What follows belongs to an exercise in optimizing a design on an open flow for small area, a short achievable clock period and few clock cycles; a production flow would make more cautious choices.
Function was checked by simulation only, so behaviour that the tests miss may differ from the original.
No activity file was given, so power comes from the tool's default toggle rates.

$ cat flow/config.mk
export PLATFORM = sky130hd
export DESIGN_NAME = cm11a_ctrl
export DESIGN_NICKNAME = cm11a_ctrl
export VERILOG_FILES = /design/flow/design.v
export SDC_FILE = /design/flow/constraint.sdc
export NUM_CORES = 4
export LEC_CHECK = 0
export CAP_MARGIN = 20
export CORE_MARGIN = 2
export CORE_UTILIZATION = 40
export PLACE_DENSITY = 0.6
export SLEW_MARGIN = 20
$ cat flow/constraint.sdc
create_clock -name core_clock -period 8.0 [get_ports {clk}]
set_input_delay 1.6000 -clock core_clock [delete_from_list [all_inputs] [get_ports {clk}]]
set_output_delay 1.6000 -clock core_clock [all_outputs]
set_load 0.01 [all_outputs]
$ cat flow/design.v
module cm11a_ctrl (
  input  wire         clk,
  input  wire         rst,
  input  wire         open_ok,
  input  wire         in_valid,
  output wire         in_ready,
  input  wire [1:0]   in_kind,
  input  wire [7:0]   in_op,
  input  wire [7:0]   in_n,
  input  wire [127:0] in_data,
  output reg          tx_valid,
  input  wire         tx_ready,
  output reg  [7:0]   tx_data,
  output reg          hr_valid,
  input  wire         hr_ready,
  output reg  [1:0]   hr_kind,
  output reg  [7:0]   hr_val,
  output reg          ev_valid,
  input  wire         ev_ready,
  output reg  [3:0]   ev_type,
  output reg  [7:0]   ev_a,
  output reg  [7:0]   ev_b,
  output reg  [7:0]   ev_c,
  output reg  [7:0]   ev_d
);
  localparam K_RX = 2'd0, K_HOST = 2'd1, K_IOERR = 2'd2, K_TMO = 2'd3;
  localparam OP_TRANSMIT = 8'h01, OP_ADDRESS = 8'h02, OP_LABEL = 8'h03,
             OP_COMMAND  = 8'h04, OP_RING_ON = 8'h05, OP_RING_OFF = 8'h06,
             OP_QUERY    = 8'h07;
  localparam HR_ACCEPT = 2'd0, HR_REJECT = 2'd1, HR_HOLD = 2'd2;
  localparam RJ_RANGE = 8'h10, RJ_NOADDR = 8'h11, RJ_FAULTED = 8'h12,
             RJ_ILLEGAL = 8'h13, RJ_FORM = 8'h14;
  localparam EV_READY = 4'd1, EV_POLL = 4'd2, EV_ADDRESS = 4'd3, EV_COMMAND = 4'd4,
             EV_POWERFAIL = 4'd5, EV_CKOK = 4'd6, EV_CKBAD = 4'd7, EV_RETX = 4'd8,
             EV_TXFAIL = 4'd9, EV_RINGON = 4'd10, EV_RINGOFF = 4'd11,
             EV_QSTATUS = 4'd12, EV_COMPLETE = 4'd13, EV_FAULT = 4'd14;
  localparam RES_OK = 8'd0, RES_STATUS = 8'd1, RES_ERR = 8'd2;
  localparam F_TRANSPORT = 8'h01, F_POLL_LEN = 8'h04, F_TIMEOUT = 8'h05;
  localparam L_UNREADY = 2'd0, L_READY = 2'd1, L_TX = 2'd2;
  localparam B_STATUS = 2'd0, B_RING = 2'd1, B_DONE = 2'd2, B_FAILED = 2'd3;
  localparam X_NONE = 2'd0, X_STATUS = 2'd1, X_CKSUM = 2'd2, X_POLL = 2'd3;
  localparam Q_PLAIN = 2'd0, Q_ADDR = 2'd1, Q_RON = 2'd2, Q_ROFF = 2'd3;
  localparam C_NONE = 2'd0, C_OK = 2'd1, C_RON = 2'd2, C_ROFF = 2'd3;
  localparam T_IDLE = 4'd0, T_RING = 4'd1, T_CPL = 4'd2, T_STCPL = 4'd3,
             T_RETX = 4'd4, T_TXFAIL = 4'd5, T_POLL = 4'd6, T_FB = 4'd7,
             T_FO = 4'd8;
  function integer cap;
    input integer p;
    begin
      cap = (p == 7) ? 2 : 8 - p;
    end
  endfunction
  function integer off;
    input integer p;
    integer i;
    begin
      off = 0;
      for (i = 0; i < p; i = i + 1) off = off + cap(i);
    end
  endfunction
  localparam PAYB = 37;    
  function [3:0] code_n;
    input [3:0] x;
    begin
      case (x)
        4'd1:  code_n = 4'h6;  4'd2:  code_n = 4'hE;  4'd3:  code_n = 4'h2;  4'd4:  code_n = 4'hA;
        4'd5:  code_n = 4'h1;  4'd6:  code_n = 4'h9;  4'd7:  code_n = 4'h5;  4'd8:  code_n = 4'hD;
        4'd9:  code_n = 4'h7;  4'd10: code_n = 4'hF;  4'd11: code_n = 4'h3;  4'd12: code_n = 4'hB;
        4'd13: code_n = 4'h0;  4'd14: code_n = 4'h8;  4'd15: code_n = 4'h4;  default: code_n = 4'hC;
      endcase
    end
  endfunction
  function pair_ok;
    input [7:0] c;
    input [7:0] u;
    begin
      pair_ok = ((c >= 8'h41 && c <= 8'h50) || (c >= 8'h61 && c <= 8'h70)) &&
                (u >= 8'd1 && u <= 8'd16);
    end
  endfunction
  reg         boot_pend;
  reg         boot_ok;
  reg [7:0]   fault;
  reg [1:0]   boot;
  reg [1:0]   lstate;
  reg [1:0]   retry;
  reg         hold;
  reg [7:0]   opseq;
  reg [7:0]   last_addr;
  reg         last_addr_ok;
  reg [3:0]   nops;              
  reg [3:0]   qcnt;              
  reg [1:0]   qk   [0:7];
  reg [7:0]   qid  [0:7];
  reg [2:0]   qlm  [0:7];        
  reg [8*PAYB-1:0] qpay;
  reg         hdoom;             
  reg [1:0]   exp_kind;
  reg [3:0]   exp_cnt;
  reg [7:0]   exp_owner;
  reg [7:0]   exp_b7;
  reg [1:0]   sav_kind;
  reg [3:0]   sav_cnt;
  reg [7:0]   sav_owner;
  reg [7:0]   sav_b7;
  reg [3:0]   poll_len;
  reg [7:0]   poll_mask;
  reg [7:0]   poll_rep [0:7];
  reg         cp_valid;
  reg [1:0]   cp_kind;
  reg [7:0]   cp_id;
  reg [3:0]   et;                
  reg         et_fo;             
  reg [2:0]   pidx;
  reg         tx_act;            
  reg [2:0]   tx_idx;
  integer i;
  wire tx_free = !tx_valid || tx_ready;
  wire hr_free = !hr_valid || hr_ready;
  wire ev_free = !ev_valid || ev_ready;
  wire busy = boot_pend || tx_act || (et != T_IDLE);
  assign in_ready = !busy && tx_free && hr_free && ev_free;
  wire accept = in_valid && in_ready;
  wire [7:0] rxb = in_data[7:0];
  wire [63:0] s0 = qpay[63:0];
  wire [55:0] s1 = qpay[8*8 +: 56];
  wire        h_addr = (qk[0] == Q_ADDR);
  wire [7:0]  head_sum = h_addr ? (8'h04 + s0[7:0])
                                : (s0[7:0]   + s0[15:8]  + s0[23:16] + s0[31:24] +
                                   s0[39:32] + s0[47:40] + s0[55:48] + s0[63:56]);
  reg        own_ok;
  reg [7:0]  owner;
  always @(*) begin
    case ((exp_kind == X_POLL) ? sav_kind : exp_kind)
      X_STATUS: begin own_ok = 1'b1; owner = (exp_kind == X_POLL) ? sav_owner : exp_owner; end
      X_CKSUM:  begin own_ok = 1'b1; owner = qid[0]; end
      default:  begin own_ok = cp_valid; owner = cp_id; end
    endcase
  end
  reg [7:0]  k_need;
  reg        n_bad;
  reg        labels_bad;
  reg [63:0] codes;
  always @(*) begin
    case (in_op)
      OP_TRANSMIT: k_need = in_n;
      OP_ADDRESS:  k_need = in_n;
      OP_LABEL:    k_need = {1'b0, in_n[7:1]};
      OP_QUERY:    k_need = 8'd0;
      default:     k_need = 8'd1;
    endcase
    case (in_op)
      OP_TRANSMIT: n_bad = 1'b0;
      OP_ADDRESS:  n_bad = (in_n == 8'd0);
      OP_LABEL:    n_bad = (in_n == 8'd0) || in_n[0];
      OP_COMMAND:  n_bad = (in_n != 8'd1);
      default:     n_bad = (in_n != 8'd0);
    endcase
    labels_bad = 1'b0;
    for (i = 0; i < 8; i = i + 1) begin
      if (i < in_n[7:1] && !pair_ok(in_data[16*i +: 8], in_data[16*i+8 +: 8]))
        labels_bad = 1'b1;
      codes[8*i +: 8] = {code_n(in_data[16*i +: 4]), code_n(in_data[16*i+8 +: 4])};
    end
  end
  wire [63:0] abytes   = (in_op == OP_LABEL) ? codes : in_data[63:0];
  wire [2:0]  k_last   = k_need[2:0] - 3'd1;
  wire [7:0]  final_addr = abytes[8*k_last +: 8];
  wire [63:0] tx_mask  = ~({64{1'b1}} << {in_n[3:0], 3'b000});
  wire [7:0]  next_opseq = (opseq == 8'd255) ? 8'd1 : opseq + 8'd1;
  reg        n_boot_ok;
  reg [7:0]  n_fault;
  reg [1:0]  n_boot, n_lstate, n_retry;
  reg        n_hold;
  reg [7:0]  n_opseq, n_last_addr;
  reg        n_last_addr_ok;
  reg [1:0]  n_exp_kind, n_sav_kind;
  reg [3:0]  n_exp_cnt, n_sav_cnt;
  reg [7:0]  n_exp_owner, n_exp_b7, n_sav_owner, n_sav_b7;
  reg [3:0]  n_poll_len;
  reg [7:0]  n_poll_mask;
  reg        rep_we;
  reg [2:0]  rep_wi;
  reg        n_cp_valid;
  reg [1:0]  n_cp_kind;
  reg [7:0]  n_cp_id;
  reg        n_hdoom;
  reg        q_push, q_shift, q_sub;
  reg [1:0]  w_kind;
  reg [7:0]  w_id;
  reg [2:0]  w_lm;
  reg [63:0] w_pay;
  reg [3:0]  n_qcnt;
  reg        o_tx;  reg [7:0] o_tx_data;
  reg        o_hr;  reg [1:0] o_hr_kind; reg [7:0] o_hr_val;
  reg        o_ev;  reg [3:0] o_ev_type; reg [7:0] o_ev_a, o_ev_b, o_ev_c, o_ev_d;
  reg [3:0]  n_et;
  reg        n_et_fo;
  reg        n_tx_act;
  reg        do_fault;
  reg [7:0]  f_cause;
  reg        do_rel, do_try;
  reg [1:0]  h0_kind;
  reg [7:0]  h0_b0;
  reg [2:0]  h0_lm;
  reg        fb;
  always @(*) begin
    n_boot_ok      = boot_ok;
    n_fault        = fault;
    n_boot         = boot;
    n_lstate       = lstate;
    n_retry        = retry;
    n_hold         = hold;
    n_opseq        = opseq;
    n_last_addr    = last_addr;
    n_last_addr_ok = last_addr_ok;
    n_exp_kind     = exp_kind;
    n_exp_cnt      = exp_cnt;
    n_exp_owner    = exp_owner;
    n_exp_b7       = exp_b7;
    n_sav_kind     = sav_kind;
    n_sav_cnt      = sav_cnt;
    n_sav_owner    = sav_owner;
    n_sav_b7       = sav_b7;
    n_poll_len     = poll_len;
    n_poll_mask    = poll_mask;
    rep_we         = 1'b0;
    rep_wi         = exp_cnt[2:0] - 3'd2;
    n_cp_valid     = cp_valid;
    n_cp_kind      = cp_kind;
    n_cp_id        = cp_id;
    n_hdoom        = hdoom;
    q_push         = 1'b0;
    q_shift        = 1'b0;
    q_sub          = 1'b0;
    w_kind         = Q_PLAIN;
    w_id           = opseq;
    w_lm           = 3'd0;
    w_pay          = 64'd0;
    n_qcnt         = qcnt;
    o_tx = 1'b0; o_tx_data = 8'd0;
    o_hr = 1'b0; o_hr_kind = HR_ACCEPT; o_hr_val = 8'd0;
    o_ev = 1'b0; o_ev_type = 4'd0; o_ev_a = 8'd0; o_ev_b = 8'd0; o_ev_c = 8'd0; o_ev_d = 8'd0;
    n_et     = T_IDLE;
    n_et_fo  = 1'b0;
    n_tx_act = 1'b0;
    do_fault = 1'b0;
    f_cause  = F_TRANSPORT;
    do_rel   = 1'b0;
    do_try   = 1'b0;
    fb       = 1'b0;
    if (boot_pend) begin
      if (boot_ok) begin
        o_tx = 1'b1; o_tx_data = 8'h8B;
      end else begin
        do_fault = 1'b1;
        f_cause  = F_TRANSPORT;
      end
    end else if (accept) begin
      case (in_kind)
        K_HOST: begin
          o_hr = 1'b1;
          if (fault != 8'd0) begin
            o_hr_kind = HR_REJECT; o_hr_val = RJ_FAULTED;
          end else if (boot == B_STATUS || boot == B_RING) begin
            o_hr_kind = HR_HOLD;
          end else if (in_op == 8'd0 || in_op > OP_QUERY) begin
            o_hr_kind = HR_REJECT; o_hr_val = RJ_ILLEGAL;
          end else if (n_bad || k_need > 8'd8) begin
            o_hr_kind = HR_REJECT; o_hr_val = RJ_FORM;
          end else if ((in_op == OP_LABEL && labels_bad) ||
                       (in_op == OP_COMMAND && in_data[7:0] > 8'd15)) begin
            o_hr_kind = HR_REJECT; o_hr_val = RJ_RANGE;
          end else if (in_op == OP_COMMAND && !last_addr_ok) begin
            o_hr_kind = HR_REJECT; o_hr_val = RJ_NOADDR;
          end else if ({4'd0, qcnt} + k_need > 8'd8) begin
            o_hr_kind = HR_HOLD;
          end else if (in_op == OP_QUERY &&
                       !(lstate == L_READY && exp_kind == X_NONE &&
                         sav_kind == X_NONE && !cp_valid)) begin
            o_hr_kind = HR_HOLD;
          end else begin
            o_hr_kind = HR_ACCEPT; o_hr_val = opseq;
            n_opseq = next_opseq;
            w_id    = opseq;
            case (in_op)
              OP_TRANSMIT: begin
                if (in_n != 8'd0) begin
                  q_push = 1'b1;
                  w_kind = Q_PLAIN;
                  w_lm   = in_n[2:0] - 3'd1;
                  w_pay  = in_data[63:0] & tx_mask;
                  n_qcnt = qcnt + 4'd1;
                end
                do_try = 1'b1;
              end
              OP_ADDRESS, OP_LABEL: begin
                q_push = 1'b1;
                w_kind = Q_ADDR;
                w_lm   = k_last;
                w_pay  = abytes;
                n_qcnt = qcnt + k_need[3:0];
                n_last_addr    = final_addr;
                n_last_addr_ok = 1'b1;
                do_try = 1'b1;
              end
              OP_COMMAND: begin
                q_push = 1'b1;
                w_kind = Q_PLAIN;
                w_lm   = 3'd1;
                w_pay  = {48'd0, last_addr[7:4], in_data[3:0], 8'h06};
                n_qcnt = qcnt + 4'd1;
                do_try = 1'b1;
              end
              OP_RING_ON: begin
                q_push = 1'b1;
                w_kind = Q_RON;
                w_pay  = {56'd0, 8'hEB};
                n_qcnt = qcnt + 4'd1;
                do_try = 1'b1;
              end
              OP_RING_OFF: begin
                q_push = 1'b1;
                w_kind = Q_ROFF;
                w_pay  = {56'd0, 8'hDB};
                n_qcnt = qcnt + 4'd1;
                do_try = 1'b1;
              end
              default: begin  
                n_exp_kind  = X_STATUS;
                n_exp_cnt   = 4'd0;
                n_exp_owner = opseq;
                o_tx = 1'b1; o_tx_data = 8'h8B;
              end
            endcase
          end
        end
        K_RX: begin
          if (fault != 8'd0) begin
          end else if (rxb == 8'h55) begin
            o_ev = 1'b1; o_ev_type = EV_READY;
            n_lstate = L_READY;
            if (cp_valid) begin
              n_cp_valid = 1'b0;
              case (cp_kind)
                C_RON: begin
                  if (cp_id == 8'd0) n_boot = B_DONE;
                  n_et = T_RING;
                end
                C_ROFF: n_et = T_RING;
                C_OK:   n_et = T_CPL;
                default: ;
              endcase
            end
            do_try = 1'b1;
          end else if (rxb == 8'h5A) begin
            o_tx = 1'b1; o_tx_data = 8'hC3;
            o_ev = 1'b1; o_ev_type = EV_POLL;
            if (exp_kind != X_POLL) begin
              n_sav_kind  = exp_kind;
              n_sav_cnt   = exp_cnt;
              n_sav_owner = exp_owner;
              n_sav_b7    = exp_b7;
            end
            n_exp_kind = X_POLL;
            n_exp_cnt  = 4'd0;
          end else if (rxb == 8'hA5) begin
            o_ev = 1'b1; o_ev_type = EV_POWERFAIL;
            o_tx = 1'b1; o_tx_data = 8'h9B;
          end else begin
            case (exp_kind)
              X_NONE: ;
              X_STATUS: begin
                if (exp_cnt == 4'd7) n_exp_b7 = rxb;
                n_exp_cnt = exp_cnt + 4'd1;
                if (exp_cnt == 4'd13) begin
                  o_ev = 1'b1; o_ev_type = EV_QSTATUS; o_ev_a = exp_b7;
                  n_exp_kind = X_NONE;
                  if (exp_owner == 8'd0) begin
                    n_lstate = L_READY;
                    n_boot   = B_RING;
                    q_push   = 1'b1;
                    w_kind   = Q_RON;
                    w_id     = 8'd0;
                    w_pay    = {56'd0, 8'hEB};
                    n_qcnt   = qcnt + 4'd1;
                    do_try   = 1'b1;
                  end else begin
                    n_et   = T_STCPL;
                    do_rel = 1'b1;
                  end
                end
              end
              X_CKSUM: begin
                n_exp_kind = X_NONE;
                o_ev = 1'b1; o_ev_a = head_sum; o_ev_b = rxb;
                if (rxb == head_sum) begin
                  o_ev_type = EV_CKOK; o_ev_b = 8'd0;
                  o_tx = 1'b1; o_tx_data = 8'h00;
                  n_retry    = 2'd0;
                  n_cp_valid = 1'b1;
                  n_cp_id    = qid[0];
                  case (qk[0])
                    Q_ADDR:  n_cp_kind = (qlm[0] == 3'd0 && !hdoom) ? C_OK : C_NONE;
                    Q_RON:   n_cp_kind = C_RON;
                    Q_ROFF:  n_cp_kind = C_ROFF;
                    default: n_cp_kind = C_OK;
                  endcase
                  if (h_addr && qlm[0] != 3'd0) q_sub = 1'b1;
                  else q_shift = 1'b1;
                  n_qcnt = qcnt - 4'd1;
                  do_rel = 1'b1;
                end else begin
                  o_ev_type = EV_CKBAD;
                  if (retry != 2'd3) begin
                    n_retry  = retry + 2'd1;
                    n_lstate = L_READY;
                    n_et     = T_RETX;
                    do_try   = 1'b1;
                  end else begin
                    n_et    = T_TXFAIL;
                    n_cp_id = qid[0];
                    if (qid[0] == 8'd0) n_boot = B_FAILED;
                    if (h_addr && qlm[0] != 3'd0) begin
                      q_sub   = 1'b1;
                      n_hdoom = 1'b1;
                    end else begin
                      q_shift = 1'b1;
                    end
                    n_qcnt   = qcnt - 4'd1;
                    n_retry  = 2'd0;
                    n_lstate = L_READY;
                    do_rel   = 1'b1;
                  end
                end
              end
              default: begin  
                if (exp_cnt == 4'd0) begin
                  if (rxb < 8'd2 || rxb > 8'd9) begin
                    do_fault = 1'b1;
                    f_cause  = F_POLL_LEN;
                  end else begin
                    n_poll_len = rxb[3:0];
                    n_exp_cnt  = 4'd1;
                  end
                end else if (exp_cnt == 4'd1) begin
                  n_poll_mask = rxb;
                  n_exp_cnt   = 4'd2;
                end else begin
                  rep_we    = 1'b1;
                  n_exp_cnt = exp_cnt + 4'd1;
                  if (exp_cnt == poll_len) begin
                    o_ev = 1'b1;
                    o_ev_type = poll_mask[0] ? EV_COMMAND : EV_ADDRESS;
                    o_ev_a    = (poll_len == 4'd2) ? rxb : poll_rep[0];
                    if (poll_len != 4'd2) n_et = T_POLL;
                    n_exp_kind  = sav_kind;
                    n_exp_cnt   = sav_cnt;
                    n_exp_owner = sav_owner;
                    n_exp_b7    = sav_b7;
                    n_sav_kind  = X_NONE;
                    do_rel = 1'b1;
                  end
                end
              end
            endcase
          end
        end
        K_IOERR: begin
          if (fault == 8'd0) begin
            do_fault = 1'b1;
            f_cause  = F_TRANSPORT;
          end
        end
        default: begin  
          if (fault == 8'd0 && (exp_kind != X_NONE || cp_valid)) begin
            do_fault = 1'b1;
            f_cause  = F_TIMEOUT;
          end
        end
      endcase
    end
    if (do_fault) begin
      o_ev = 1'b1; o_ev_type = EV_FAULT; o_ev_a = f_cause;
      n_fault = f_cause;
      fb = (boot == B_STATUS || boot == B_RING);
      if (fb) begin
        n_boot = B_FAILED;
        n_et   = T_FB;
        n_et_fo = own_ok && owner != 8'd0;
      end else if (own_ok) begin
        n_et   = T_FO;
      end
    end
    if (do_rel && n_hold && n_exp_kind == X_NONE && n_sav_kind == X_NONE) begin
      n_hold = 1'b0;
      do_try = 1'b1;
    end
    if (q_shift) begin
      h0_kind = qk[1]; h0_b0 = s1[7:0]; h0_lm = qlm[1];
    end else if (q_push && nops == 4'd0) begin
      h0_kind = w_kind; h0_b0 = w_pay[7:0]; h0_lm = w_lm;
    end else begin
      h0_kind = qk[0]; h0_b0 = s0[7:0]; h0_lm = qlm[0];
    end
    if (do_try && n_lstate == L_READY && n_qcnt != 4'd0) begin
      if (n_exp_kind == X_NONE && n_sav_kind == X_NONE && !n_cp_valid) begin
        n_lstate  = L_TX;
        n_hold    = 1'b0;
        n_exp_kind = X_CKSUM;
        n_exp_cnt  = 4'd0;
        o_tx = 1'b1;
        o_tx_data = (h0_kind == Q_ADDR) ? 8'h04 : h0_b0;
        n_tx_act  = (h0_kind == Q_ADDR) || (h0_lm != 3'd0);
      end else begin
        n_hold = 1'b1;
      end
    end
  end
  reg        t_ev;
  reg [3:0]  t_type;
  reg [7:0]  t_a, t_b, t_c, t_d;
  reg        t_keep_ab;
  reg [3:0]  t_next;
  reg        t_next_fo;
  always @(*) begin
    t_ev = 1'b1; t_type = EV_COMPLETE; t_a = 8'd0; t_b = RES_OK; t_c = 8'd0; t_d = 8'd0;
    t_keep_ab = 1'b0; t_next = T_IDLE; t_next_fo = 1'b0;
    case (et)
      T_RING: begin
        t_type = (cp_kind == C_RON) ? EV_RINGON : EV_RINGOFF;
        t_next = T_CPL;
      end
      T_CPL: begin
        t_a = cp_id;
      end
      T_STCPL: begin
        t_a = exp_owner; t_b = RES_STATUS; t_c = exp_b7;
      end
      T_RETX: begin
        t_type = EV_RETX; t_a = {6'd0, retry}; t_b = 8'd0;
      end
      T_TXFAIL: begin
        t_type = EV_TXFAIL; t_keep_ab = 1'b1; t_c = cp_id; t_d = 8'd3;
      end
      T_POLL: begin
        t_type = poll_mask[pidx] ? EV_COMMAND : EV_ADDRESS;
        t_a    = poll_rep[pidx];
        if (pidx + 3'd2 != poll_len[2:0]) t_next = T_POLL;
      end
      T_FB: begin
        t_b = RES_ERR; t_c = fault;
        if (et_fo) t_next = T_FO;
      end
      T_FO: begin
        t_a = owner; t_b = RES_ERR; t_c = fault;
      end
      default: t_ev = 1'b0;
    endcase
  end
  always @(posedge clk) begin
    if (tx_valid && tx_ready) tx_valid <= 1'b0;
    if (hr_valid && hr_ready) hr_valid <= 1'b0;
    if (ev_valid && ev_ready) ev_valid <= 1'b0;
    if (rst) begin
      boot_pend    <= 1'b1;
      boot_ok      <= open_ok;
      tx_valid     <= 1'b0;
      hr_valid     <= 1'b0;
      ev_valid     <= 1'b0;
      fault        <= 8'd0;
      boot         <= B_STATUS;
      lstate       <= L_UNREADY;
      retry        <= 2'd0;
      hold         <= 1'b0;
      opseq        <= 8'd1;
      last_addr_ok <= 1'b0;
      nops         <= 4'd0;
      qcnt         <= 4'd0;
      exp_kind     <= open_ok ? X_STATUS : X_NONE;
      exp_cnt      <= 4'd0;
      exp_owner    <= 8'd0;
      sav_kind     <= X_NONE;
      cp_valid     <= 1'b0;
      et           <= T_IDLE;
      et_fo        <= 1'b0;
      tx_act       <= 1'b0;
    end else begin
      if (tx_act && tx_free) begin
        tx_valid <= 1'b1;
        tx_data  <= h_addr ? s0[7:0] : s0[8*tx_idx +: 8];
        tx_idx   <= tx_idx + 3'd1;
        if (h_addr || tx_idx == qlm[0]) tx_act <= 1'b0;
      end
      if (et != T_IDLE && ev_free) begin
        ev_valid <= 1'b1;
        ev_type  <= t_type;
        if (!t_keep_ab) begin
          ev_a <= t_a;
          ev_b <= t_b;
        end
        ev_c  <= t_c;
        ev_d  <= t_d;
        et    <= t_next;
        et_fo <= t_next_fo;
        pidx  <= pidx + 3'd1;
      end
      if (boot_pend || accept) begin
        boot_pend    <= 1'b0;
        fault        <= n_fault;
        boot         <= n_boot;
        lstate       <= n_lstate;
        retry        <= n_retry;
        hold         <= n_hold;
        opseq        <= n_opseq;
        last_addr    <= n_last_addr;
        last_addr_ok <= n_last_addr_ok;
        exp_kind     <= n_exp_kind;
        exp_cnt      <= n_exp_cnt;
        exp_owner    <= n_exp_owner;
        exp_b7       <= n_exp_b7;
        sav_kind     <= n_sav_kind;
        sav_cnt      <= n_sav_cnt;
        sav_owner    <= n_sav_owner;
        sav_b7       <= n_sav_b7;
        poll_len     <= n_poll_len;
        poll_mask    <= n_poll_mask;
        if (rep_we) poll_rep[rep_wi] <= rxb;
        cp_valid     <= n_cp_valid;
        cp_kind      <= n_cp_kind;
        cp_id        <= n_cp_id;
        hdoom        <= n_hdoom;
        qcnt         <= n_qcnt;
        et           <= n_et;
        et_fo        <= n_et_fo;
        pidx         <= 3'd1;
        tx_act       <= n_tx_act;
        tx_idx       <= 3'd1;
        if (o_tx) begin
          tx_valid <= 1'b1;
          tx_data  <= o_tx_data;
        end
        if (o_hr) begin
          hr_valid <= 1'b1;
          hr_kind  <= o_hr_kind;
          hr_val   <= o_hr_val;
        end
        if (o_ev) begin
          ev_valid <= 1'b1;
          ev_type  <= o_ev_type;
          ev_a     <= o_ev_a;
          ev_b     <= o_ev_b;
          ev_c     <= o_ev_c;
          ev_d     <= o_ev_d;
        end
        if (q_push)  nops <= nops + 4'd1;
        if (q_shift) nops <= nops - 4'd1;
        if (q_shift || (q_push && nops == 4'd0)) hdoom <= 1'b0;
      end
    end
  end
  wire q_step = !rst && !boot_pend && accept;
  genvar p, b;
  generate
    for (p = 0; p < 8; p = p + 1) begin : slot
      always @(posedge clk) begin
        if (q_step) begin
          if (q_shift) begin
            if (p < 7) begin
              qk[p]  <= qk[p+1];
              qid[p] <= qid[p+1];
              qlm[p] <= qlm[p+1];
            end
          end else if (q_sub) begin
            if (p == 0) qlm[p] <= qlm[p] - 3'd1;
          end else if (q_push && nops == p) begin
            qk[p]  <= w_kind;
            qid[p] <= w_id;
            qlm[p] <= w_lm;
          end
        end
      end
      for (b = 0; b < cap(p); b = b + 1) begin : byte_
        always @(posedge clk) begin
          if (q_step) begin
            if (q_shift) begin
              if (p < 7 && b < cap(p + 1))
                qpay[8*(off(p)+b) +: 8] <= qpay[8*(off(p+1)+b) +: 8];
              else
                qpay[8*(off(p)+b) +: 8] <= 8'd0;
            end else if (q_sub) begin
              if (p == 0) begin
                if (b < 7) qpay[8*b +: 8] <= qpay[8*(b+1) +: 8];
              end
            end else if (q_push && nops == p) begin
              qpay[8*(off(p)+b) +: 8] <= w_pay[8*b +: 8];
            end
          end
        end
      end
    end
  endgenerate
endmodule
$ cat flow/run.sh
#!/bin/bash
# synth_recipe.tcl (not shown) runs the flow's synth.tcl, then flattens the netlist and writes it again
# the make line also repeats each setting of config.mk as NAME=value (left out here)
make -C /OpenROAD-flow-scripts/flow DESIGN_CONFIG=/design/flow/config.mk WORK_HOME=/design/flow/orfs CLKGATE_MAP_FILE= SYNTH_SCRIPT=/design/flow/synth_recipe.tcl finish
==> results of run 1 <==
## final cells by class
class	count	area, µm²	share of cell area, %
timing repair buffer	307	2953	7.173
clock buffer	95	1908	4.635
inverter	104	390.4	0.9484
antenna	2	5.005	0.01216
clock inverter	38	515.5	1.252
multi-input combinational	2230	15410	37.43
sequential	635	18540	45.04
tap	1155	1445	3.511
## per-stage QoR
step	total power [µW]	utilization, %	hold WS [ns]
global route	8057	47.44	0.4804
detailed placement	4454	44.64	0.4534
floorplan	4109	-	0.4064
global placement	4451	44.63	0.4524
CTS	7872	47.43	0.4626
finish	7827	47.45	0.4628
## sequential cells by signal (all words and copies together) (netlist names), 8 cells and up, named ones only
| register | flops |
|---|---|
| qlm | 24 |
| ev_b | 8 |
| ev_a | 8 |
| qk | 16 |
| hr_val | 8 |
| sav_owner | 8 |
| poll_mask | 8 |
| exp_owner | 8 |
| sav_b7 | 8 |
| tx_data | 8 |
| exp_b7 | 8 |
| ev_d | 8 |
| opseq | 8 |
| qpay | 296 |
| poll_rep | 64 |
| cp_id | 8 |
| ev_c | 8 |
| qid | 64 |
## kinds of logic after synthesis
logic type | after synthesis | share of synthesized area (%)
AOI/OAI and AO/OA | 881 | 16.76
xor gates and xnor gates | 97 | 2.527
adders and majority gates | 85 | 3.891
buffers and inverters | 316 | 3.555
DFF | 635 | 52.88
muxes | 178 | 6.696
and+or+nand+nor | 989 | 13.69
## synthesized netlist by cell type (28+ instances only)
cell | n | area [µm²]
edfxtp_1 | 582 | 17480
nor2_1 | 294 | 1104
nand2_1 | 263 | 987.2
a21oi_1 | 209 | 1046
a21o_1 | 170 | 1276
o21ai_0 | 163 | 815.8
clkbuf_1 | 149 | 559.3
inv_1 | 104 | 390.4
mux2i_1 | 101 | 1011
nand3_1 | 80 | 400.4
nor3_1 | 69 | 345.3
xnor2_1 | 58 | 508.0
dfxtp_1 | 53 | 1061
and3_1 | 52 | 325.3
o21a_1 | 51 | 382.9
a22o_1 | 49 | 429.2
nor4_1 | 46 | 287.8
ha_1 | 45 | 563.0
mux4_2 | 41 | 923.4
fa_1 | 40 | 800.8
xor2_1 | 36 | 315.3
buf_2 | 32 | 160.2
mux2_2 | 32 | 360.4
a22oi_1 | 28 | 210.2
o22ai_1 | 28 | 175.2
## final timing paths
check,slack [ns],endpoint
worst max-delay path,0.70,qpay[195]$_DFFE_PP_
worst min-delay path,0.46,last_addr_ok$_SDFFE_PP0P_
worst max register to register,0.70,qpay[195]$_DFFE_PP_
worst min register to register,0.46,last_addr_ok$_SDFFE_PP0P_
## where the power goes
part,internal (µW),total (µW),switching (µW),leakage (µW)
Clock,2000,3430,1430,0.00117
Combinational,295,722,427,0.00850
Sequential,3630,3680,52.9,0.00654
Total,5920,7830,1910,0.0162
## per-layer routing
layer,vias up,share of wire [%]
met1,13510,43
met2,1395,43
li1,12310,-
met3,207,10
met5,-,0
met4,0,3.6
## worst min-delay path: cells and delay by family (launching register included)
family / cells / cell delay (ns)
flip-flops: 1 / 0.32
buffers and inverters: 1 / 0.05
AO/OA/AOI/OAI: 1 / 0.05
==> results.yml, run 1 <==
run_status:
  status: "complete, no violations"
worst_setup_path:
  crit_path_end_kind: "register"
  crit_slowest_cell: "edfxtp_1"
  worstPathArrival_ns: 7.69
  r2r_cells: 19
  worstPathMaxFanout: 88
  cp_data_required_time_ns: 8.38
  crit_buf_inv: 3
  path_class: "reg -> reg"
  crit_path_start: "qpay[26]$_DFFE_PP_"
  startpoint_type: "register"
  cp.depth: 19
  critPathMaxStageDelay_ns: 0.61
  reg2reg_from: "qpay[26]$_DFFE_PP_"
  path_common_cell: "fa_1"
  worstPathCellList: "fa_1 > inv_1 > fa_1 > fa_1 > fa_1 > inv_1 > ha_1 > fa_1 > xor2_1 > mux2i_1 > xnor2_1 > or4_1 > nor3_2 > a21o_1 > nand3_4 > buf_4 > nand2_1 > nor2_1 > a21o_1"
  path_delay_family: "adder cells"
final_layout:
  layout.cells.most_common: "edfxtp_1"
  instances_no_fill: 4566
  layout-drive-gt1-share_pct: 10.30
  design_area_um2: 41160
  area_growth_pct: 17.43
  final_cell_mix: "edfxtp_1, nor2_1, nand2_1"
  fillers: 8012
  layout.nets: 3588
drt:
  routed_wl_um: 120700
  firstDrtPassIters: 7
  viasPerCell: 6.005
  drc: 0
  drt-initial-drc-count: 3137
  vias: 27420
  wire_per_inst_um: 26.44
  ant_nets: 0
timing:
  period_share_pct: 91.27
  slew_viol_final: 0
  fin_tns_setup_ns: 0
  rsz0062_at_grt: "false"
  skew_ns: 0.03471
  timing.final.ws_setup_ns: 0.6983
  finalSetupViolCount: 0
  timing.final.crit_period_ns: 7.302
  max_freq_mhz: 137.0
  tightestPinTransition_ns: 1.135
  slew_headroom_pct: 23.76
  hold_viol: 0
power:
  peakVddDrop_mv: 0.1611
  power_leakage_uw: 0.01622
  powerDensity_nw_per_um2: 190.2
clocking:
  clk_latency_ns: 0.65
  numCtsBuffers: 72
  cts_hold_buf: 0
  cts_tree: "yes"
  cts_setup_buffers: 0
  clk_pin_slew_ns: 0.07
  cts-root-buf: "clkbuf_16"
  cts_resized: 0
  htreeDepth: 3
  clock_path_buffers: 3
  clock-sinks: 635
synth:
  syn_area_um2: 35050
  synthArstFlopShare_pct: 0
  synth_flop_cell: "edfxtp_1"
  ys_seq_area_share_pct: 52.88
  postSynthCellCount: 3181
  yosys_warnings: 4
  syn_area_per_cell_um2: 11.02
  ys_ff_latch: 635
  synth_edf_count: 582
  synth_cell_types: 105
place:
  dpl.hpwl_um: 89410
  gp_congestion: 0.9754
  numPortBuffers: 206
  place_inst: 4431
  dp_slack_ns: 0.4661
  place_area_um2: 38720
die:
  start_util_pct: 40.41
  die_y_um: 300.0
  die_area_um2: 90020
  core_area_um2: 86750
  num_rows: 108
  die_w_um: 300.0
  ios: 211
hold_path:
  min_path_cells: 2
  hold_path_class: "reg -> reg"
  hp-start: "last_addr_ok$_SDFFE_PP0P_"
global_route:
  antenna_found_initial: 2
  grtUsageMet2_pct: 38.55
  grt_busiest_layer: "met2"
  gr-usage-met3_pct: 5.629
  grt_max_degree: 89
  grt_overflow: 0
  grt_pass1_vias: 25790
  grt_use_total_pct: 26.31
  grt_pass1_wl_um: 175700
  met1_usage_pct: 38.30
flow_run:
  drv_cap: 0
Testbench counts, summed over its fixed seeds: cycles 5,901.
==> run 2, diff against run 1 <==
--- a/flow/design.v
+++ b/flow/design.v
@@ -125,9 +125,9 @@
   wire [63:0] s0 = qpay[63:0];
   wire [55:0] s1 = qpay[8*8 +: 56];
   wire        h_addr = (qk[0] == Q_ADDR);
-  wire [7:0]  head_sum = h_addr ? (8'h04 + s0[7:0])
-                                : (s0[7:0]   + s0[15:8]  + s0[23:16] + s0[31:24] +
-                                   s0[39:32] + s0[47:40] + s0[55:48] + s0[63:56]);
+  reg  [7:0]  ck_acc;
+  wire [7:0]  head_sum = ck_acc;
+  wire [7:0]  tail_byte = h_addr ? s0[7:0] : s0[8*tx_idx +: 8];
   reg        own_ok;
   reg [7:0]  owner;
   always @(*) begin
@@ -166,7 +166,6 @@
   wire [63:0] abytes   = (in_op == OP_LABEL) ? codes : in_data[63:0];
   wire [2:0]  k_last   = k_need[2:0] - 3'd1;
   wire [7:0]  final_addr = abytes[8*k_last +: 8];
-  wire [63:0] tx_mask  = ~({64{1'b1}} << {in_n[3:0], 3'b000});
   wire [7:0]  next_opseq = (opseq == 8'd255) ? 8'd1 : opseq + 8'd1;
   reg        n_boot_ok;
   reg [7:0]  n_fault;
@@ -197,6 +196,7 @@
   reg [3:0]  n_et;
   reg        n_et_fo;
   reg        n_tx_act;
+  reg        o_start;
   reg        do_fault;
   reg [7:0]  f_cause;
   reg        do_rel, do_try;
@@ -244,6 +244,7 @@
     n_et     = T_IDLE;
     n_et_fo  = 1'b0;
     n_tx_act = 1'b0;
+    o_start  = 1'b0;
     do_fault = 1'b0;
     f_cause  = F_TRANSPORT;
     do_rel   = 1'b0;
@@ -289,7 +290,7 @@
                   q_push = 1'b1;
                   w_kind = Q_PLAIN;
                   w_lm   = in_n[2:0] - 3'd1;
-                  w_pay  = in_data[63:0] & tx_mask;
+                  w_pay  = in_data[63:0];
                   n_qcnt = qcnt + 4'd1;
                 end
                 do_try = 1'b1;
@@ -512,6 +513,7 @@
         o_tx = 1'b1;
         o_tx_data = (h0_kind == Q_ADDR) ? 8'h04 : h0_b0;
         n_tx_act  = (h0_kind == Q_ADDR) || (h0_lm != 3'd0);
+        o_start   = 1'b1;
       end else begin
         n_hold = 1'b1;
       end
@@ -588,7 +590,8 @@
     end else begin
       if (tx_act && tx_free) begin
         tx_valid <= 1'b1;
-        tx_data  <= h_addr ? s0[7:0] : s0[8*tx_idx +: 8];
+        tx_data  <= tail_byte;
+        ck_acc   <= ck_acc + tail_byte;
         tx_idx   <= tx_idx + 3'd1;
         if (h_addr || tx_idx == qlm[0]) tx_act <= 1'b0;
       end
@@ -636,6 +639,7 @@
         pidx         <= 3'd1;
         tx_act       <= n_tx_act;
         tx_idx       <= 3'd1;
+        if (o_start) ck_acc <= o_tx_data;
         if (o_tx) begin
           tx_valid <= 1'b1;
           tx_data  <= o_tx_data;
@@ -686,8 +690,6 @@
             if (q_shift) begin
               if (p < 7 && b < cap(p + 1))
                 qpay[8*(off(p)+b) +: 8] <= qpay[8*(off(p+1)+b) +: 8];
-              else
-                qpay[8*(off(p)+b) +: 8] <= 8'd0;
             end else if (q_sub) begin
               if (p == 0) begin
                 if (b < 7) qpay[8*b +: 8] <= qpay[8*(b+1) +: 8];
==> run 2 against run 1 <==
Effect of this change:
- still clean
- synthesized cell count is 4.7% lower
- critical path depth shrank 1
- combinational power decreased by 7.8%
- sequential share of layout area rose by 2.8 points
- flip-flop and latch count up 8
- clock-buffer cell count decreased by 11
- first-iteration DRC count is 0.89% lower
- largest power group unchanged
==> results.yml, run 2 <==
run_status:
  status: "complete, no violations"
die:
  die_area_um2: 85600
  num_rows: 105
  start_util_pct: 40.51
  die_w_um: 292.6
  ios: 211
  die_y_um: 292.6
  core_area_um2: 82240
synth:
  synth_top_family_by_area: "compound AO/OA/AOI/OAI gates"
  synth_xor_area_share_pct: 2.524
  synthArstFlopShare_pct: 0
  synth-adder-area-share_pct: 1.698
  yosys_warnings: 4
  yosys.area.top_type_share_pct: 53.19
  yosys.area_share.simple_pct: 14.63
  yosys-top-cells-count: "edfxtp_1, nand2_1, nor2_1, a21oi_1, clkbuf_1"
  synth_flop_cell: "edfxtp_1"
  syn_area_um2: 33310
  synth_compound_area_share_pct: 15.85
  postSynthCellCount: 3033
  ys_seq_area_share_pct: 56.37
  synth_edf_count: 590
  synth.mux.area_fraction_pct: 5.480
  yosys.area.top_type: "edfxtp_1"
  netlist_top_cells_area: "edfxtp_1, nand2_1, dfxtp_1, nor2_1, mux4_2"
  syn_area_per_cell_um2: 10.98
  synth_cell_types: 91
  yosys.cell_count.top_type: "edfxtp_1"
  ys_ff_latch: 643
final_layout:
  layout.cells.most_common: "edfxtp_1"
  design_area_um2: 39290
  fin_util_pct: 47.78
  final_cell_mix: "edfxtp_1, nand2_1, nor2_1"
  area_growth_pct: 17.95
  fillers: 7488
  largest_register_ffs: 296
  reg.largest.list: "qpay x296, poll_rep x64, qid x64"
  top_register: "qpay"
  layout-drive-gt1-share_pct: 10.75
  layout.nets: 3404
clocking:
  clk_latency_ns: 0.64
  cts_tree: "yes"
  cts-root-buf: "clkbuf_16"
  cts_resized: 0
  clock-sinks: 643
  clk_pin_slew_ns: 0.06
  htreeDepth: 3
  numCtsBuffers: 73
  cts_hold_buf: 0
  clock_path_buffers: 3
  cts_setup_buffers: 0
worst_setup_path:
  crit_path_end_kind: "register"
  cp-endpoint: "tx_data[1]$_DFFE_PN_"
  startpoint_type: "input pin"
  path_class: "in -> reg"
  crit_path_start: "in_op[4]"
  rr_endpoint: "tx_data[1]$_DFFE_PN_"
  worstPathArrival_ns: 7.24
  r2r_cells: 14
  cp_data_required_time_ns: 8.38
  r2r_slack_ns: 3.04
  worstPathMaxFanout: 19
  reg2reg_from: "qcnt[1]$_SDFFE_PP0N_"
place:
  dp_slack_ns: 0.5934
  place_area_um2: 36790
  gp_congestion: 0.9688
  numPortBuffers: 206
  dpl.hpwl_um: 82470
drt:
  drc: 0
  ant_nets: 0
  vias: 26090
  wire_per_inst_um: 26.19
  viasPerCell: 6.016
  drt-initial-drc-count: 3109
  firstDrtPassIters: 9
  routed_wl_um: 113600
hold_path:
  hold_path_class: "reg -> reg"
  hp-start: "exp_b7[7]$_DFFE_PP_"
  min_path_cells: 0
power:
  power_leakage_uw: 0.01452
  peakVddDrop_mv: 0.1712
  powerDensity_nw_per_um2: 199.9
timing:
  hold_slack_ns: 0.4973
  timing.final.ws_setup_ns: 1.136
  rsz0062_at_grt: "false"
  skew_ns: 0.04162
  fin_tns_setup_ns: 0
  tightestPinTransition_ns: 1.159
  hold_viol: 0
  max_freq_mhz: 145.7
  slew_headroom_pct: 22.31
  timing.final.crit_period_ns: 6.864
  finalSetupViolCount: 0
  slew_viol_final: 0
  period_share_pct: 85.80
global_route:
  grt_pass1_wl_um: 168200
  grt_pass1_vias: 25570
  grt_use_total_pct: 26.24
  antenna_found_initial: 3
  grt_max_degree: 75
  grt_overflow: 0
flow_run:
  drv_cap: 0
[run 2: logic make-up after synthesis]
family / after synthesis
DFF: 643
muxes: 128
AOI/OAI and AO/OA: 785
xor gates and xnor gates: 96
adders and majority gates: 44
buffers and inverters: 292
and+or+nand+nor: 1045
[run 2: per-layer routing]
layer / vias to the layer above / global-route usage (%) / share of wire [%]
li1: 11730 / - / -
met1: 12850 / 33.83 / 40
met4: 4 / 10.74 / 4.0
met2: 1272 / 44.25 / 48
met5: - / 0 / 0.025
met3: 226 / 3.999 / 7.3
[run 2: where the power goes]
part           switching (µW)  total (µW)  internal [µW]  leakage, µW
registers                63.7        3730           3670      0.00577
clock network            1460        3450           1990      0.00119
logic                     383         666            283      0.00757
total                    1910        7850           5940       0.0145
[run 2: cell type report]
cell class              instances  area, µm²  share of cell area [%]
repair buffers                292       2790                   7.101
inverters                      99      371.6                  0.9458
flip-flops and latches        643      18780                   47.79
multi-input cells            2098      13530                   34.43
clock buffers                  84       1888                   4.805
clock inverters                49      593.1                   1.509
well taps                    1070       1339                   3.407
diodes                          1      2.502                0.006369
[run 2: how the worst min path moves through the flow]
stage / end / slack, ns
after floorplan: sav_cnt[2]$_DFFE_PP_ / 0.41
after global placement: retry[1]$_SDFFE_PP0P_ / 0.48
after detailed placement: sav_b7[7]$_DFFE_PP_ / 0.47
after CTS: retry[1]$_SDFFE_PP0P_ / 0.49
after global routing: qpay[148]$_DFFE_PP_ / 0.50
final: sav_b7[7]$_DFFE_PP_ / 0.50
[run 2: per-stage QoR]
step / total power [µW] / instances
floorplan: 4127 / 3033
global placement: 4450 / 4202
detailed placement: 4458 / 4202
CTS: 7903 / 4335
global route: 8093 / 4335
finish: 7855 / 4336
[run 2: critical path, cell delays in order]
cell	delay (ns)
clkdlybuf4s50_1	0.42
nor4_1	0.52
nand2_1	0.38
a21oi_1	0.33
inv_1	0.16
fa_1	0.60
nor4bb_1	0.30
a311oi_1	0.08
and2_0	0.21
a31oi_1	0.27
nand4_2	0.28
nor3_1	0.41
mux2_2	0.41
nand4_1	0.21
nand4_1	0.45
buf_12	0.35
a21oi_1	0.20
a21oi_1	0.07
Testbench counts of run 2, summed over its fixed seeds: cycles 5,901.
==> run 3, diff against run 2 <==
--- a/flow/design.v
+++ b/flow/design.v
@@ -115,17 +115,36 @@
   reg         tx_act;            
   reg [2:0]   tx_idx;
   integer i;
-  wire tx_free = !tx_valid || tx_ready;
-  wire hr_free = !hr_valid || hr_ready;
-  wire ev_free = !ev_valid || ev_ready;
-  wire busy = boot_pend || tx_act || (et != T_IDLE);
-  assign in_ready = !busy && tx_free && hr_free && ev_free;
-  wire accept = in_valid && in_ready;
-  wire [7:0] rxb = in_data[7:0];
+  reg        txs_valid;
+  reg [7:0]  txs_data;
+  reg        hrs_valid;
+  reg [1:0]  hrs_kind;
+  reg [7:0]  hrs_val;
+  reg        evs_valid;
+  reg [3:0]  evs_type;
+  reg [7:0]  evs_a, evs_b, evs_c, evs_d;
+  reg         c_valid;
+  reg  [1:0]  c_kind;
+  reg  [2:0]  c_op;          
+  reg         c_illegal;     
+  reg         c_form;        
+  reg         c_range;       
+  reg  [3:0]  c_k;           
+  reg  [63:0] c_data;        
+  reg         c_r55, c_r5a, c_ra5;
+  reg         c_host;        
+  wire busy   = boot_pend || tx_act || (et != T_IDLE);
+  wire rooms  = !txs_valid && !hrs_valid && !evs_valid;
+  wire accept = c_valid && !boot_pend && rooms &&
+                (!tx_act || c_kind == K_HOST) && (et == T_IDLE || c_host);
+  assign in_ready = !c_valid || accept;
+  wire capture = in_valid && in_ready;
+  wire [7:0] rxb = c_data[7:0];
   wire [63:0] s0 = qpay[63:0];
   wire [55:0] s1 = qpay[8*8 +: 56];
   wire        h_addr = (qk[0] == Q_ADDR);
   reg  [7:0]  ck_acc;
+  reg  [7:0]  fl_c, fl_r;    
   wire [7:0]  head_sum = ck_acc;
   wire [7:0]  tail_byte = h_addr ? s0[7:0] : s0[8*tx_idx +: 8];
   reg        own_ok;
@@ -163,9 +182,8 @@
       codes[8*i +: 8] = {code_n(in_data[16*i +: 4]), code_n(in_data[16*i+8 +: 4])};
     end
   end
-  wire [63:0] abytes   = (in_op == OP_LABEL) ? codes : in_data[63:0];
-  wire [2:0]  k_last   = k_need[2:0] - 3'd1;
-  wire [7:0]  final_addr = abytes[8*k_last +: 8];
+  wire [2:0]  k_last   = c_k[2:0] - 3'd1;
+  wire [7:0]  final_addr = c_data[8*k_last +: 8];
   wire [7:0]  next_opseq = (opseq == 8'd255) ? 8'd1 : opseq + 8'd1;
   reg        n_boot_ok;
   reg [7:0]  n_fault;
@@ -258,25 +276,24 @@
         f_cause  = F_TRANSPORT;
       end
     end else if (accept) begin
-      case (in_kind)
+      case (c_kind)
         K_HOST: begin
           o_hr = 1'b1;
           if (fault != 8'd0) begin
             o_hr_kind = HR_REJECT; o_hr_val = RJ_FAULTED;
           end else if (boot == B_STATUS || boot == B_RING) begin
             o_hr_kind = HR_HOLD;
-          end else if (in_op == 8'd0 || in_op > OP_QUERY) begin
+          end else if (c_illegal) begin
             o_hr_kind = HR_REJECT; o_hr_val = RJ_ILLEGAL;
-          end else if (n_bad || k_need > 8'd8) begin
+          end else if (c_form) begin
             o_hr_kind = HR_REJECT; o_hr_val = RJ_FORM;
-          end else if ((in_op == OP_LABEL && labels_bad) ||
-                       (in_op == OP_COMMAND && in_data[7:0] > 8'd15)) begin
+          end else if (c_range) begin
             o_hr_kind = HR_REJECT; o_hr_val = RJ_RANGE;
-          end else if (in_op == OP_COMMAND && !last_addr_ok) begin
+          end else if (c_op == OP_COMMAND[2:0] && !last_addr_ok) begin
             o_hr_kind = HR_REJECT; o_hr_val = RJ_NOADDR;
-          end else if ({4'd0, qcnt} + k_need > 8'd8) begin
+          end else if ({1'b0, qcnt} + {1'b0, c_k} > 5'd8) begin
             o_hr_kind = HR_HOLD;
-          end else if (in_op == OP_QUERY &&
+          end else if (c_op == OP_QUERY[2:0] &&
                        !(lstate == L_READY && exp_kind == X_NONE &&
                          sav_kind == X_NONE && !cp_valid)) begin
             o_hr_kind = HR_HOLD;
@@ -284,13 +301,13 @@
             o_hr_kind = HR_ACCEPT; o_hr_val = opseq;
             n_opseq = next_opseq;
             w_id    = opseq;
-            case (in_op)
+            case ({5'd0, c_op})
               OP_TRANSMIT: begin
-                if (in_n != 8'd0) begin
+                if (c_k != 4'd0) begin
                   q_push = 1'b1;
                   w_kind = Q_PLAIN;
-                  w_lm   = in_n[2:0] - 3'd1;
-                  w_pay  = in_data[63:0];
+                  w_lm   = k_last;
+                  w_pay  = c_data;
                   n_qcnt = qcnt + 4'd1;
                 end
                 do_try = 1'b1;
@@ -299,8 +316,8 @@
                 q_push = 1'b1;
                 w_kind = Q_ADDR;
                 w_lm   = k_last;
-                w_pay  = abytes;
-                n_qcnt = qcnt + k_need[3:0];
+                w_pay  = c_data;
+                n_qcnt = qcnt + c_k;
                 n_last_addr    = final_addr;
                 n_last_addr_ok = 1'b1;
                 do_try = 1'b1;
@@ -309,7 +326,7 @@
                 q_push = 1'b1;
                 w_kind = Q_PLAIN;
                 w_lm   = 3'd1;
-                w_pay  = {48'd0, last_addr[7:4], in_data[3:0], 8'h06};
+                w_pay  = {48'd0, last_addr[7:4], c_data[3:0], 8'h06};
                 n_qcnt = qcnt + 4'd1;
                 do_try = 1'b1;
               end
@@ -338,7 +355,7 @@
         end
         K_RX: begin
           if (fault != 8'd0) begin
-          end else if (rxb == 8'h55) begin
+          end else if (c_r55) begin
             o_ev = 1'b1; o_ev_type = EV_READY;
             n_lstate = L_READY;
             if (cp_valid) begin
@@ -354,7 +371,7 @@
               endcase
             end
             do_try = 1'b1;
-          end else if (rxb == 8'h5A) begin
+          end else if (c_r5a) begin
             o_tx = 1'b1; o_tx_data = 8'hC3;
             o_ev = 1'b1; o_ev_type = EV_POLL;
             if (exp_kind != X_POLL) begin
@@ -365,7 +382,7 @@
             end
             n_exp_kind = X_POLL;
             n_exp_cnt  = 4'd0;
-          end else if (rxb == 8'hA5) begin
+          end else if (c_ra5) begin
             o_ev = 1'b1; o_ev_type = EV_POWERFAIL;
             o_tx = 1'b1; o_tx_data = 8'h9B;
           end else begin
@@ -522,12 +539,11 @@
   reg        t_ev;
   reg [3:0]  t_type;
   reg [7:0]  t_a, t_b, t_c, t_d;
-  reg        t_keep_ab;
   reg [3:0]  t_next;
   reg        t_next_fo;
   always @(*) begin
     t_ev = 1'b1; t_type = EV_COMPLETE; t_a = 8'd0; t_b = RES_OK; t_c = 8'd0; t_d = 8'd0;
-    t_keep_ab = 1'b0; t_next = T_IDLE; t_next_fo = 1'b0;
+    t_next = T_IDLE; t_next_fo = 1'b0;
     case (et)
       T_RING: begin
         t_type = (cp_kind == C_RON) ? EV_RINGON : EV_RINGOFF;
@@ -543,7 +559,7 @@
         t_type = EV_RETX; t_a = {6'd0, retry}; t_b = 8'd0;
       end
       T_TXFAIL: begin
-        t_type = EV_TXFAIL; t_keep_ab = 1'b1; t_c = cp_id; t_d = 8'd3;
+        t_type = EV_TXFAIL; t_a = fl_c; t_b = fl_r; t_c = cp_id; t_d = 8'd3;
       end
       T_POLL: begin
         t_type = poll_mask[pidx] ? EV_COMMAND : EV_ADDRESS;
@@ -560,16 +576,116 @@
       default: t_ev = 1'b0;
     endcase
   end
+  wire core_go = boot_pend || accept;
+  wire tx_go   = tx_act && !txs_valid;
+  wire et_go   = (et != T_IDLE) && !evs_valid;
+  wire       c_tx      = core_go && o_tx;
+  wire       c_ev      = core_go && o_ev;
+  wire       w_tx      = c_tx || tx_go;
+  wire [7:0] w_tx_data = c_tx ? o_tx_data : tail_byte;
+  wire       w_hr      = core_go && o_hr;
+  wire       w_ev      = c_ev || et_go;
+  wire [3:0] w_ev_type = c_ev ? o_ev_type : t_type;
+  wire [7:0] w_ev_a    = c_ev ? o_ev_a : t_a;
+  wire [7:0] w_ev_b    = c_ev ? o_ev_b : t_b;
+  wire [7:0] w_ev_c    = c_ev ? o_ev_c : t_c;
+  wire [7:0] w_ev_d    = c_ev ? o_ev_d : t_d;
+  always @(posedge clk) begin
+    if (rst) begin
+      tx_valid  <= 1'b0;
+      txs_valid <= 1'b0;
+    end else if (!tx_valid || tx_ready) begin
+      if (txs_valid) begin
+        tx_data   <= txs_data;
+        txs_valid <= 1'b0;
+      end else begin
+        tx_valid  <= w_tx;
+        if (w_tx) tx_data <= w_tx_data;
+      end
+    end else if (w_tx) begin
+      txs_valid <= 1'b1;
+      txs_data  <= w_tx_data;
+    end
+  end
+  always @(posedge clk) begin
+    if (rst) begin
+      hr_valid  <= 1'b0;
+      hrs_valid <= 1'b0;
+    end else if (!hr_valid || hr_ready) begin
+      if (hrs_valid) begin
+        hr_kind   <= hrs_kind;
+        hr_val    <= hrs_val;
+        hrs_valid <= 1'b0;
+      end else begin
+        hr_valid  <= w_hr;
+        if (w_hr) begin
+          hr_kind <= o_hr_kind;
+          hr_val  <= o_hr_val;
+        end
+      end
+    end else if (w_hr) begin
+      hrs_valid <= 1'b1;
+      hrs_kind  <= o_hr_kind;
+      hrs_val   <= o_hr_val;
+    end
+  end
+  always @(posedge clk) begin
+    if (rst) begin
+      ev_valid  <= 1'b0;
+      evs_valid <= 1'b0;
+    end else if (!ev_valid || ev_ready) begin
+      if (evs_valid) begin
+        ev_type   <= evs_type;
+        ev_a      <= evs_a;
+        ev_b      <= evs_b;
+        ev_c      <= evs_c;
+        ev_d      <= evs_d;
+        evs_valid <= 1'b0;
+      end else begin
+        ev_valid  <= w_ev;
+        if (w_ev) begin
+          ev_type <= w_ev_type;
+          ev_a    <= w_ev_a;
+          ev_b    <= w_ev_b;
+          ev_c    <= w_ev_c;
+          ev_d    <= w_ev_d;
+        end
+      end
+    end else if (w_ev) begin
+      evs_valid <= 1'b1;
+      evs_type  <= w_ev_type;
+      evs_a     <= w_ev_a;
+      evs_b     <= w_ev_b;
+      evs_c     <= w_ev_c;
+      evs_d     <= w_ev_d;
+    end
+  end
+  always @(posedge clk) begin
+    if (rst) begin
+      c_valid <= 1'b0;
+    end else begin
+      if (accept) c_valid <= 1'b0;
+      if (capture) begin
+        c_valid   <= 1'b1;
+        c_kind    <= in_kind;
+        c_op      <= in_op[2:0];
+        c_illegal <= (in_op == 8'd0 || in_op > OP_QUERY);
+        c_form    <= n_bad || k_need > 8'd8;
+        c_range   <= (in_op == OP_LABEL && labels_bad) ||
+                     (in_op == OP_COMMAND && in_data[7:0] > 8'd15);
+        c_k       <= k_need[3:0];
+        c_data    <= (in_kind == K_HOST && in_op == OP_LABEL) ? codes : in_data[63:0];
+        c_r55     <= (in_data[7:0] == 8'h55);
+        c_r5a     <= (in_data[7:0] == 8'h5A);
+        c_ra5     <= (in_data[7:0] == 8'hA5);
+        c_host    <= (in_kind == K_HOST && in_op != OP_QUERY);
+      end
+    end
+  end
   always @(posedge clk) begin
-    if (tx_valid && tx_ready) tx_valid <= 1'b0;
-    if (hr_valid && hr_ready) hr_valid <= 1'b0;
-    if (ev_valid && ev_ready) ev_valid <= 1'b0;
     if (rst) begin
       boot_pend    <= 1'b1;
       boot_ok      <= open_ok;
-      tx_valid     <= 1'b0;
-      hr_valid     <= 1'b0;
-      ev_valid     <= 1'b0;
       fault        <= 8'd0;
       boot         <= B_STATUS;
       lstate       <= L_UNREADY;
@@ -588,27 +704,17 @@
       et_fo        <= 1'b0;
       tx_act       <= 1'b0;
     end else begin
-      if (tx_act && tx_free) begin
-        tx_valid <= 1'b1;
-        tx_data  <= tail_byte;
+      if (tx_go) begin
         ck_acc   <= ck_acc + tail_byte;
         tx_idx   <= tx_idx + 3'd1;
         if (h_addr || tx_idx == qlm[0]) tx_act <= 1'b0;
       end
-      if (et != T_IDLE && ev_free) begin
-        ev_valid <= 1'b1;
-        ev_type  <= t_type;
-        if (!t_keep_ab) begin
-          ev_a <= t_a;
-          ev_b <= t_b;
-        end
-        ev_c  <= t_c;
-        ev_d  <= t_d;
+      if (et_go) begin
         et    <= t_next;
         et_fo <= t_next_fo;
         pidx  <= pidx + 3'd1;
       end
-      if (boot_pend || accept) begin
+      if (core_go) begin
         boot_pend    <= 1'b0;
         fault        <= n_fault;
         boot         <= n_boot;
@@ -634,28 +740,19 @@
         cp_id        <= n_cp_id;
         hdoom        <= n_hdoom;
         qcnt         <= n_qcnt;
-        et           <= n_et;
-        et_fo        <= n_et_fo;
-        pidx         <= 3'd1;
-        tx_act       <= n_tx_act;
-        tx_idx       <= 3'd1;
-        if (o_start) ck_acc <= o_tx_data;
-        if (o_tx) begin
-          tx_valid <= 1'b1;
-          tx_data  <= o_tx_data;
+        if (n_et != T_IDLE) begin
+          et    <= n_et;
+          et_fo <= n_et_fo;
+          pidx  <= 3'd1;
         end
-        if (o_hr) begin
-          hr_valid <= 1'b1;
-          hr_kind  <= o_hr_kind;
-          hr_val   <= o_hr_val;
+        if (o_start) begin
+          tx_act <= n_tx_act;
+          tx_idx <= 3'd1;
+          ck_acc <= o_tx_data;
         end
-        if (o_ev) begin
-          ev_valid <= 1'b1;
-          ev_type  <= o_ev_type;
-          ev_a     <= o_ev_a;
-          ev_b     <= o_ev_b;
-          ev_c     <= o_ev_c;
-          ev_d     <= o_ev_d;
+        if (n_et == T_TXFAIL) begin
+          fl_c <= head_sum;
+          fl_r <= rxb;
         end
         if (q_push)  nops <= nops + 4'd1;
         if (q_shift) nops <= nops - 4'd1;
==> run 3 against run 2 <==
Effect of this change:
- still clean on timing, DRC and antenna
- worst setup slack improved by 0.96 ns
- global-route usage shrank 3.0 points
- flip-flop and latch count grew 140
- via count rose by 2.6%
- highest routed layer is now met4
==> results.yml, run 3 <==
run_status:
  status: "complete, no violations"
die:
  core_area_um2: 93050
  die_area_um2: 96070
  start_util_pct: 40.24
  die_w_um: 310.0
  num_rows: 112
  ios: 211
  die_y_um: 310.0
drt:
  vias: 26770
  drt-initial-drc-count: 2809
  firstDrtPassIters: 6
  wire_per_inst_um: 23.57
  viasPerCell: 5.642
  ant_nets: 0
  routed_wl_um: 111800
  drc: 0
place:
  place_inst: 4588
  numPortBuffers: 200
  dpl.hpwl_um: 78200
  gp_congestion: 0.9384
final_layout:
  layout-drive-gt1-share_pct: 10.35
  final-seq-area_um2: 22940
  top_register: "qpay"
  fillers: 8563
  multi_input_area_um2: 13590
  layout.cells.most_common: "edfxtp_1"
  instances_no_fill: 4744
  largest_register_ffs: 296
  final_cell_mix: "edfxtp_1, nand2_1, nor2_1"
  layout.nets: 3615
  area_growth_pct: 17.23
timing:
  rsz0062_at_grt: "false"
  max_freq_mhz: 169.3
  period_share_pct: 73.83
  slew_headroom_pct: 19.57
  timing.final.crit_period_ns: 5.906
  fin_tns_setup_ns: 0
  finalSetupViolCount: 0
  skew_ns: 0.02849
  slew_viol_final: 0
  tightestPinTransition_ns: 1.198
  hold_viol: 0
worst_setup_path:
  crit_buf_inv: 3
  path_class: "reg -> reg"
  r2r_cells: 15
  cp_data_required_time_ns: 8.36
  path_common_cell: "buf_4"
  critPathMaxStageDelay_ns: 0.77
  crit_path_end_kind: "register"
  worstPathCellList: "ha_1 > inv_1 > fa_1 > nand2b_1 > o221ai_1 > nor3_1 > buf_4 > nor4_1 > o211ai_1 > a2111oi_0 > and2_1 > nor4bb_4 > buf_4 > a21boi_1 > o31ai_1"
  crit_slowest_cell: "edfxtp_1"
  worstPathArrival_ns: 6.26
  worstPathMaxFanout: 29
  path_delay_family: "simple AND/OR/NAND/NOR gates"
  startpoint_type: "register"
  cp.depth: 15
synth:
  synth_cell_types: 92
  ys_seq_area_share_pct: 61.27
  yosys.area.top_type: "edfxtp_1"
  ys_ff_latch: 783
  netlist_top_cells_area: "edfxtp_1, nand2_1, dfxtp_1, o21ai_0, mux4_2"
  synthArstFlopShare_pct: 0
  yosys.area.top_type_share_pct: 58.22
  postSynthCellCount: 3239
  yosys_warnings: 4
  syn_area_per_cell_um2: 11.56
  yosys-top-cells-count: "edfxtp_1, nand2_1, nor2_1, o21ai_0, clkbuf_1"
  synth_edf_count: 726
  syn_area_um2: 37440
  yosys.cell_count.top_type: "edfxtp_1"
  synth_flop_cell: "edfxtp_1"
clocking:
  clk_latency_ns: 0.66
  clk_pin_slew_ns: 0.06
  clock-sinks: 783
  cts_tree: "yes"
  clock_path_buffers: 3
  cts_resized: 0
  numCtsBuffers: 85
  cts_hold_buf: 0
  htreeDepth: 3
  cts_setup_buffers: 0
  cts-root-buf: "clkbuf_16"
power:
  powerDensity_nw_per_um2: 211.9
  power_leakage_uw: 0.01617
  peakVddDrop_mv: 0.1217
hold_path:
  min_path_cells: 2
  hold_path_class: "reg -> reg"
global_route:
  grt_pass1_vias: 25750
  grt_pass1_wl_um: 166300
  grt_use_total_pct: 23.20
  antenna_found_initial: 1
  grt_overflow: 0
  grt_max_degree: 113
flow_run:
  drv_cap: 0
## run 3: cell types whose count changed after synthesis, moves of 22 or more
cell,before,now
nand2_1,422,641
edfxtp_1,590,726
a21oi_1,167,104
o21ai_0,156,206
nor2_1,255,218
a21o_1,99,72
nor3_1,46,72
or2_2,28,4
and2_1,36,58
## run 3: routing by layer
layer  GRT usage (%)  share of wire [%]
met5               0                  0
met4           7.538                3.0
met3           3.508                7.4
met2           37.00                 46
met1           32.60                 44
## run 3: cell type report
class / count / area share (%)
inverters: 83 / 0.7098
clock buffers: 98 / 5.174
diodes: 1 / 0.005701
flip-flops and latches: 783 / 52.27
repair buffers: 277 / 5.875
multi-input cells: 2191 / 30.96
clock inverters: 57 / 1.431
well taps: 1254 / 3.574
## run 3: power by group
part,leakage [µW],internal (µW),switching [µW]
Clock,0.00141,2430,1660
Sequential,0.00708,4490,64.3
Combinational,0.00768,280,374
Total,0.0162,7200,2100
## run 3: cells by family (layout without fill, tap and decap cells)
kind of cell	count (synthesis)	in the layout	share of synthesized area, %
AND/OR/NAND/NOR	1226	1226	14.82
flip-flops	783	783	61.27
AO/OA/AOI/OAI	681	681	12.04
buffers and inverters	270	515	2.840
multiplexers	142	142	5.390
XOR/XNOR	95	95	2.222
adder cells (fa/ha/maj)	41	41	1.410
other	1	7	0.01002
## run 3: through the flow
stage	hold WS, ns	cell area, µm²	total power (µW)	util (%)	setup slack, ns
floorplan	0.4064	37460	4981	-	2.288
global placement	0.4603	40980	5285	44.04	2.172
detailed placement	0.4689	40980	5290	44.04	2.146
CTS	0.4842	43870	9361	47.15	2.114
global route	0.5028	43890	9573	47.17	1.919
finish	0.4848	43890	9303	47.17	2.094
## run 3: tightest hold or removal path: stages (launching register included)
cell and delay, ns:
dfxtp_1 0.32, nand2_1 0.06, o31ai_1 0.06
## run 3: worst paths after layout
check | startpoint | endpoint | slack, ns
hold reg to reg | sav_kind[0]$_SDFFE_PP0N_ | sav_kind[0]$_SDFFE_PP0N_ | 0.48
setup reg to reg | c_k[0]$_DFFE_PP_ | tx_data[7]$_DFFE_PP_ | 2.09
hold / removal | sav_kind[0]$_SDFFE_PP0N_ | sav_kind[0]$_SDFFE_PP0N_ | 0.48
setup / recovery | c_k[0]$_DFFE_PP_ | tx_data[7]$_DFFE_PP_ | 2.09
Testbench counts of run 3, summed over its fixed seeds: cycles 5,576.

afterwards: timing with drivers on the ports:
How much do the figures lean on ideal ports? The routed layouts below were timed once more, with nothing changed but the port constraints. Step 1 (the two cells are an assumption about what drives the block):
set clk [get_ports {clk}]
set_driving_cell -lib_cell sky130_fd_sc_hd__clkbuf_16 $clk
set_driving_cell -lib_cell sky130_fd_sc_hd__buf_2 [delete_from_list [all_inputs] $clk]
Step 2 adds t to the input delays and takes it off the output delays; t is the mean of the earliest and latest rising clock arrival at the registers after step 1. Input paths then give back, and output paths get back, about the clock's delay inside the block. Three values: ideal, step 1, step 2; two values: the first two.
run	shift t [ns]	setup slack, ns	worst data-port slew with drivers (ns)
run 1	0.699	0.698 / 0.698 / 0.352	0.09
run 2	0.685	1.136 / 1.182 / 0.497	0.08
run 3	0.712	2.094 / 2.094 / 2.094	0.16
After both steps every run listed still meets setup and hold. The setup slack of run 2, which loses most, moves by +0.046 ns with the drivers and by -0.639 ns with both steps.
